This is an optimization exercise on Yosys and OpenROAD, whose aim is small area and a short achievable clock period, not a production implementation.
The RTL was checked by simulation tests, not by an equivalence proof against the original design.
Power is estimated from default activity; no workload was simulated.

== run A ==
Design pwm_block, start of the top module:
module pwm_block (
    input  wire        clk,
    input  wire        rst,
    input  wire        fast_tick,
    input  wire        slow_tick,
    input  wire        cmd_valid,
    input  wire [31:0] cmd,
    output reg         rsp_valid,
    output reg  [2:0]  rsp_err,
    output reg  [31:0] rsp_data,
    output wire [5:0]  out
);
Settings: LEC_CHECK=0, ABC_AREA=1, CAP_MARGIN=20, CORE_MARGIN=2, CORE_UTILIZATION=40, SLEW_MARGIN=20, TNS_END_PERCENT=20, BUFFER_PORTS_ARGS=-buffer_cell sky130_fd_sc_hd__buf_1, CTS_ARGS=-sink_clustering_enable -repair_clock_nets -dont_use_dummy_load -buf_list sky130_fd_sc_hd__clkbuf_8, SETUP_SLACK_MARGIN=7; clock period 12.0 ns.
standard.sh (not shown) runs the stock make flow with config.mk's settings and CLKGATE_MAP_FILE= SYNTH_SCRIPT=/design/flow/synth_recipe.tcl, a recipe that flattens the netlist after the stock synthesis.
==> flow/flow/run.sh <==
#!/bin/bash
# Layout flow: the standard ORFS flow (standard.sh) with these changes:
#  * synthesis is the standard synthesis script, except that ABC maps the
#    logic with the area-oriented script flow/abc.script (registers, their
#    names and cell types are untouched);
#  * ports are buffered with buf_1 cells instead of delay buffers;
#  * CTS uses the buffers in CTS_BUF_LIST without dummy loads.
# Each tool's output goes to the ORFS logs under orfs/logs and to flow_*.log here.
set -euo pipefail
W=$(pwd)
F=$W/flow

# synthesis script: synth_recipe.tcl sourcing a copy of ORFS synth.tcl whose
# abc call uses our script
sed "s#^  log_cmd abc {\*}\$abc_args#  log_cmd abc -script $F/abc.script {*}[lrange \$abc_args 2 end]#" \
    "$FLOW_HOME/scripts/synth.tcl" > "$W/my_synth.tcl"
grep -q "abc -script $F/abc.script" "$W/my_synth.tcl"
sed "s#source \$::env(SCRIPTS_DIR)/synth.tcl#source $W/my_synth.tcl#" "$W/synth_recipe.tcl" > "$W/my_synth_recipe.tcl"
grep -q "source $W/my_synth.tcl" "$W/my_synth_recipe.tcl"

cat "$F/extra.mk" >> "$W/config.mk"

sed "s#SYNTH_SCRIPT=[^ ]*synth_recipe.tcl#SYNTH_SCRIPT=$W/my_synth_recipe.tcl#" "$W/standard.sh" > "$W/my_standard.sh"
grep -q "SYNTH_SCRIPT=$W/my_synth_recipe.tcl" "$W/my_standard.sh"

bash "$W/my_standard.sh" > "$W/flow_make.log" 2>&1
==> flow/flow/abc.script <==
strash
&get -n
&dch
&nf
&put
==> flow/flow/extra.mk <==
export BUFFER_PORTS_ARGS = -buffer_cell sky130_fd_sc_hd__buf_1
export CTS_ARGS = -sink_clustering_enable -repair_clock_nets -dont_use_dummy_load -buf_list sky130_fd_sc_hd__clkbuf_8
export SETUP_SLACK_MARGIN = 7
Run A ended with every stage complete and zero timing, DRC or antenna violations.
Relative to run A, the following input files were edited for run B:
- a deleted TNS_END_PERCENT that had been 20
==> flow/flow/abc.script <==
strash
&get -n
&dch
&nf
&dch
&nf
&put
==> comparison <==
- Run B has completed all stages; timing, DRC and antenna checks passed.
- Run B consumes more power than run A does.
- Wire length the detailed router placed on met1 of run A is on par with run B.
- Final worst hold slack sits lower in run B than in run A.
- Fmax: run B and run A compared, lower one is run A
- Run A has a higher wire length of the first global-routing pass than run B.
### run B -> run C
- swapping 40 for 60 in CORE_UTILIZATION
==> flow/flow/abc.script <==
strash
&get -n
&dch
&nf
&put
==> comparison <==
- Run B → run C: worst slew slack as a fraction of its limit now sits lower, switching power summed over all nets now sits lower, first-pass GRT wire length now sits higher, design area now sits lower, layout net count now sits lower.
- Taking run C over run B, the count of unique library cells instantiated by Yosys ratio works out to 1.05.
- Run C improves on run B in power.
- Across run B and run C, none had a timing, DRC or antenna violation.


Setup of willow:
Another version of the RTL of pwm_block (not shown whole).
Size: roughly 140 flip-flops, about 79 I/O pins, roughly 7400 µm² of cells after synthesis.
export LEC_CHECK = 0
export ABC_AREA = 1
export CAP_MARGIN = 20
export CORE_MARGIN = 2
export CORE_UTILIZATION = 40
export SLEW_MARGIN = 20
export BUFFER_PORTS_ARGS = -buffer_cell sky130_fd_sc_hd__buf_1
export CTS_ARGS = -sink_clustering_enable -repair_clock_nets -dont_use_dummy_load -buf_list sky130_fd_sc_hd__clkbuf_8
export SETUP_SLACK_MARGIN = 7
export RECOVER_POWER = 100
create_clock -name core_clock -period 12.0 [get_ports {clk}]
==> flow/flow/abc.script <==
strash
&get -n
&dch
&nf
&put
==> flow/flow/extra.mk <==
export BUFFER_PORTS_ARGS = -buffer_cell sky130_fd_sc_hd__buf_1
export CTS_ARGS = -sink_clustering_enable -repair_clock_nets -dont_use_dummy_load -buf_list sky130_fd_sc_hd__clkbuf_8
export SETUP_SLACK_MARGIN = 7
export RECOVER_POWER = 100
Scripts as last shown in full above: flow/flow/run.sh
willow: all stages done; final checks FAILED (capacitance limit, slew limit).
[inputs] maple vs willow
Settings: a change of SETUP_SLACK_MARGIN from 7 to 7.5; a deleted RECOVER_POWER that had been 100.
==> flow/flow/extra.mk <==
export BUFFER_PORTS_ARGS = -buffer_cell sky130_fd_sc_hd__buf_1
export CTS_ARGS = -sink_clustering_enable -repair_clock_nets -dont_use_dummy_load -buf_list sky130_fd_sc_hd__clkbuf_8
export SETUP_SLACK_MARGIN = 7.5
==> comparison <==
maple: PASS, flow complete, no timing, DRC or antenna violations
Diff willow -> maple: multi-input combinational cell count rose 0.42%; clock power rose about 2%; power density over cell area fell 8.5 nW/µm².
maple vs. willow: wire length went up about 10%; number of vias in the routed layout increased 482; final-layout fill cell count -8.8%; area growth from synthesis to final layout went up by 15 points.
Layout buffering overhead excluding clock cells is lower on willow
Looking at footprint of the multi-input gates across willow and maple, the one that comes out higher is maple.
Compared with willow, in maple setup slack after layout went up 1190 ps, sequential portion of the cell area has decreased.
Looking at highest-delay cell along the critical path, the o2111ai_1 result is from willow; the or4_4 one comes from maple.
willow vs maple, first element of the critical path: cmd[28] vs cmd[11]
Modified inputs, juniper compared to maple
Settings: SETUP_SLACK_MARGIN removed (was 7.5).
==> flow/flow/extra.mk <==
export BUFFER_PORTS_ARGS = -buffer_cell sky130_fd_sc_hd__buf_1
export CTS_ARGS = -sink_clustering_enable -repair_clock_nets -dont_use_dummy_load -buf_list sky130_fd_sc_hd__clkbuf_8
Findings:
In the tables for maple and juniper, sum of met3 wire segment lengths after detailed routing reads higher with maple. Taking maple as the reference, in juniper non-clock buffer count dropped 70; setup slack moved down; sequential share of layout area has increased. Higher number of cells after detailed placement among maple and juniper: juniper. Average detailed-routed wire length per instance, juniper vs maple: down by a little under 10%.
The following lists how violet was set up differently from juniper:
Settings: RECOVER_POWER now 50, previously not set; SETUP_SLACK_MARGIN now 7, previously not set.
==> flow/flow/extra.mk <==
export BUFFER_PORTS_ARGS = -buffer_cell sky130_fd_sc_hd__buf_1
export CTS_ARGS = -sink_clustering_enable -repair_clock_nets -dont_use_dummy_load -buf_list sky130_fd_sc_hd__clkbuf_8
export SETUP_SLACK_MARGIN = 7
export RECOVER_POWER = 50
## What came out
violet ends up with a peak supply drop that is about 40% higher than in juniper.
violet: all stages done; final checks FAILED (capacitance limit, slew limit).
Routed wirelength normalized by instance count in violet vs juniper: up 2.9%
There was hardly any difference in met3 global-route usage between juniper and violet.
Relative to juniper, the final cell area reported for violet is higher.
Per the comparison of violet with juniper, met2 layer usage reported by global route increased by 2.3 points relative to the old numbers; clock share of power moved down.
Setup changes, violet to pepper
Settings: RECOVER_POWER: 50 -> unset; SETUP_SLACK_MARGIN: 7 -> 6.5.
==> flow/flow/extra.mk <==
export BUFFER_PORTS_ARGS = -buffer_cell sky130_fd_sc_hd__buf_1
export CTS_ARGS = -sink_clustering_enable -repair_clock_nets -dont_use_dummy_load -buf_list sky130_fd_sc_hd__clkbuf_8
export SETUP_SLACK_MARGIN = 6.5
==> comparison <==
Going from violet to pepper, the total number of multi-input combinational cells was found to have gone down by about 0.56%.
| sequential power share | violet vs pepper | ≈ equal |
When the final numbers for pepper and violet were put side by side, the area added between synthesis and finish turned out to be smaller in pepper.
Relative to violet, the area of combinational cells with multiple inputs of pepper is lower by about 4%.
Worst voltage drop across the vdd grid was lower in pepper than in violet.
Higher final worst-path cycle share was reported by violet, not pepper.
Per-cell routed wire length: lower on pepper
A launch point of the worst path of cmd[28] is what violet shows, while cmd[11] belongs to pepper.
pepper completed; timing, DRC and antenna clean
Going from violet to pepper, the post-cts sizing count was found to have gone down by 12.
Comparing violet against pepper, there is no change at all in area of the core.
Total power of pepper is on par with violet.
Diff pepper and violet: worst hold slack higher in pepper


v36:
RTL: one of the versions met above, not the one the previous note started from.
For scale: ~860 cells after synthesis, ~140 flip-flops, ~7300 um^2 of cells after synthesis.
Design pwm_block, start of the top module:
module pwm_block (
    input  wire        clk,
    input  wire        rst,
    input  wire        fast_tick,
    input  wire        slow_tick,
    input  wire        cmd_valid,
    input  wire [31:0] cmd,
    output reg         rsp_valid,
    output reg  [2:0]  rsp_err,
    output reg  [31:0] rsp_data,
    output wire [5:0]  out
);
    reg        [31:0] fast_q;
    reg        [31:0] slow_q;
    reg               slow_pend_q;
    reg        [5:0]  out_q;
    reg               pwm_on_q;
    reg        [15:0] thr_q;
    reg        [7:0]  step_q;
    reg               dir_q;
    reg        [2:0]  sch_q;
    reg               stopreq_q;
    reg        [1:0]  mode_q;       
    reg               cancelled_q;
    reg               f_illop_q;
    reg               f_busy_q;
    reg               f_invch_q;
    reg               f_operand_q;
    assign out = out_q;
    wire [3:0] op    = cmd[31:28];
    wire [2:0] c_ch  = cmd[27:25];
    wire       c_b   = cmd[24];
    wire [7:0] c_s8  = cmd[23:16];
    wire z_imm = ~|cmd[15:0];
    wire z_s8  = ~|c_s8;
    wire z_ch  = ~|c_ch;
  ...
export LEC_CHECK = 0
export ABC_AREA = 1
export CAP_MARGIN = 20
export CORE_MARGIN = 2
export CORE_UTILIZATION = 40
export SLEW_MARGIN = 20
export BUFFER_PORTS_ARGS = -buffer_cell sky130_fd_sc_hd__buf_1
export CTS_ARGS = -sink_clustering_enable -repair_clock_nets -dont_use_dummy_load -buf_list sky130_fd_sc_hd__clkbuf_8
export SETUP_SLACK_MARGIN = 7
export REMOVE_ABC_BUFFERS = 1
create_clock -name core_clock -period 12.0 [get_ports {clk}]
==> flow/flow/extra.mk <==
export BUFFER_PORTS_ARGS = -buffer_cell sky130_fd_sc_hd__buf_1
export CTS_ARGS = -sink_clustering_enable -repair_clock_nets -dont_use_dummy_load -buf_list sky130_fd_sc_hd__clkbuf_8
export SETUP_SLACK_MARGIN = 7
export REMOVE_ABC_BUFFERS = 1
Scripts as last shown in full above: flow/flow/run.sh, flow/flow/abc.script
v36 finished all stages; the layout is clean.
> inputs changed (v36 -> v27)
diff --git a/flow/flow/extra.mk b/flow/flow/extra.mk
--- a/flow/flow/extra.mk
+++ b/flow/flow/extra.mk
@@ -4 +3,0 @@
-export REMOVE_ABC_BUFFERS = 1
diff --git a/flow/config.mk b/flow/config.mk
--- a/flow/config.mk
+++ b/flow/config.mk
@@ -11 +11 @@
-export CORE_UTILIZATION = 40
+export CORE_UTILIZATION = 50
@@ -16 +15,0 @@
-export REMOVE_ABC_BUFFERS = 1
### Flow results
v27 finished end to end and its layout was clean on timing, DRC and antenna. The initial antenna violation count of v27 is lower than that of v36. In the metrics for v36 and v27, the one carrying the higher area added between synthesis and finish is v36. Min cell area across v36 and v27: v27. Relative to v36, final layout net count has gone down in v27. v27 reports a lower height of the die than v36 does. Summary of v27 over v36: clock power share fell by 0.2 points; internal power component stayed essentially flat; tap cell count fell by 45.
Relative to v27, the following input files were edited for v11:
diff --git a/flow/flow/extra.mk b/flow/flow/extra.mk
--- a/flow/flow/extra.mk
+++ b/flow/flow/extra.mk
@@ -3 +3 @@
-export SETUP_SLACK_MARGIN = 7
+export SETUP_SLACK_MARGIN = 6.5
diff --git a/flow/config.mk b/flow/config.mk
--- a/flow/config.mk
+++ b/flow/config.mk
@@ -11 +11 @@
-export CORE_UTILIZATION = 50
+export CORE_UTILIZATION = 40
@@ -15 +15 @@
-export SETUP_SLACK_MARGIN = 7
+export SETUP_SLACK_MARGIN = 6.5
- Of the two values seen for termination of the worst setup path, fast_q[2] was produced by v11 and fast_q[31] by v27.
- v11 -> v27: post-detailed-route DRC marker count delta 0, exact match
- Higher starting density of the core goes to v27 over v11.
- Number of buffers other than clock buffers in the final layout in v11 vs v27: down 14
- v11: proportion of power drawn by the clock network higher than v27
- Standby leakage power (higher): v27
- v27 → v11: worst path required time saw little to no change, half-perimeter wire length after placement saw a decrease.
Inputs modified between v11 and v9:
diff --git a/flow/flow/extra.mk b/flow/flow/extra.mk
--- a/flow/flow/extra.mk
+++ b/flow/flow/extra.mk
@@ -3 +3 @@
-export SETUP_SLACK_MARGIN = 6.5
+export SETUP_SLACK_MARGIN = 6.8
diff --git a/flow/config.mk b/flow/config.mk
--- a/flow/config.mk
+++ b/flow/config.mk
@@ -15 +15 @@
-export SETUP_SLACK_MARGIN = 6.5
+export SETUP_SLACK_MARGIN = 6.8
Results
- [compare] base=v11 new=v9: fraction of power spent switching nets climbed 0.34 points, finished layout cell area climbed 320 um^2, net switching component of the power climbed about 2%, internal power contribution barely changed, total area of multi-input combinational cells climbed about 3.7%.
- From v9 to v11, number of distinct library cells after synthesis did not move at all.
- Compared with v11, v9 shows share of the core filled with cells higher by 1.8 points.
- Re clock buffer count in the final layout: no difference whatsoever between v11 and v9.
- On v9: post-placement cell area is about 0.4% higher than what v11 gave.
- Count of non-CTS buffers in the layout (v9 over v11): increase, 18
- v9 ends up with a maximum clock skew at final layout that is 0.0076 ns higher than in v11.
Setup changes, v9 to v7
==> flow/flow/abc.script <==
strash
&get -n
&dch
&nf -R 10
&put
diff --git a/flow/flow/extra.mk b/flow/flow/extra.mk
--- a/flow/flow/extra.mk
+++ b/flow/flow/extra.mk
@@ -3 +3 @@
-export SETUP_SLACK_MARGIN = 6.8
+export SETUP_SLACK_MARGIN = 7
diff --git a/flow/config.mk b/flow/config.mk
--- a/flow/config.mk
+++ b/flow/config.mk
@@ -15 +15 @@
-export SETUP_SLACK_MARGIN = 6.8
+export SETUP_SLACK_MARGIN = 7
Per the comparison of v7 with v9, total power ~0 delta; share of total power in the clock network -0.3 points; delay contributed by the slowest stage of the critical path +0.03 ns; signal arrival time at the worst endpoint +0.16 ns.
Here is what was changed in the inputs of v20 compared with v7.
==> flow/flow/abc.script <==
strash
&get -n
&dch
&nf -F 8 -A 4
&put
The flow did not stop early for v20: all stages ran, and the layout cleared the timing, DRC and antenna checks. v20 ended with more hold slack than v7. Final critical delay including setup and external delays, v20 and v7: higher on v7. NOTE: layout cell share with drive strength beyond 1 in v20 falls short of that of v7. Diff v7 -> v20: fraction of the cycle the final worst path needs saw little to no change; sequential share of layout area saw a decrease; wire length of the first global-routing pass saw an increase. When the final numbers for v20 and v7 were put side by side, the internal power summed over all cells turned out to be greater in v20.

## what the ideal ports hide
How much do the figures lean on ideal ports? The routed layouts below were timed once more, with nothing changed but the port constraints.
Step 1 sets driving cells, clkbuf_16 on the clock port and buf_2 on the other inputs (assumed; they add their load-dependent delay and slew).
Step 2 also shifts input and output timing later by t, the mid clock arrival at the registers, as if the neighbouring blocks saw the same clock.
Three values: ideal ports, drivers, drivers and shift; two values: the first two.
| run | t, ns | setup slack, ns | worst hold slack (ns) | worst register clock-pin slew, ns |
|---|---|---|---|---|
| run A | 0.475 | 6.956 / 6.958 / 6.484 | 0.482 / 0.482 / 0.482 | 0.09 / 0.09 |
| run B | 0.481 | 6.977 / 6.992 / 6.511 | 0.478 / 0.478 / 0.478 | 0.08 / 0.08 |
| run C | 0.479 | 6.996 / 7.009 / 6.530 | 0.506 / 0.506 / 0.506 | 0.09 / 0.09 |
| willow | 0.480 | 5.871 / 5.887 / 5.406 | 0.466 / 0.466 / 0.466 | 0.08 / 0.08 |
| maple | 0.493 | 7.062 / 7.066 / 6.572 | 0.460 / 0.460 / 0.460 | 0.10 / 0.10 |
| juniper | 0.471 | 6.024 / 6.038 / 5.567 | 0.466 / 0.466 / 0.466 | 0.09 / 0.09 |
| violet | 0.477 | 6.188 / 6.204 / 5.727 | 0.465 / 0.465 / 0.465 | 0.09 / 0.09 |
| pepper | 0.493 | 6.750 / 6.765 / 6.272 | 0.468 / 0.468 / 0.468 | 0.09 / 0.09 |
| v36 | 0.480 | 7.055 / 7.071 / 6.591 | 0.492 / 0.492 / 0.492 | 0.09 / 0.09 |
| v27 | 0.474 | 7.109 / 7.127 / 6.653 | 0.489 / 0.489 / 0.489 | 0.09 / 0.09 |
| v11 | 0.477 | 6.645 / 6.657 / 6.180 | 0.486 / 0.486 / 0.486 | 0.09 / 0.09 |
| v9 | 0.480 | 6.915 / 6.938 / 6.458 | 0.477 / 0.477 / 0.477 | 0.09 / 0.09 |
| v7 | 0.479 | 6.746 / 6.751 / 6.271 | 0.469 / 0.469 / 0.469 | 0.08 / 0.08 |
| v20 | 0.483 | 6.754 / 6.767 / 6.284 | 0.480 / 0.480 / 0.480 | 0.08 / 0.08 |
The setup slack of maple, which loses most, moves by +0.004 ns with the drivers and by -0.490 ns with both steps.
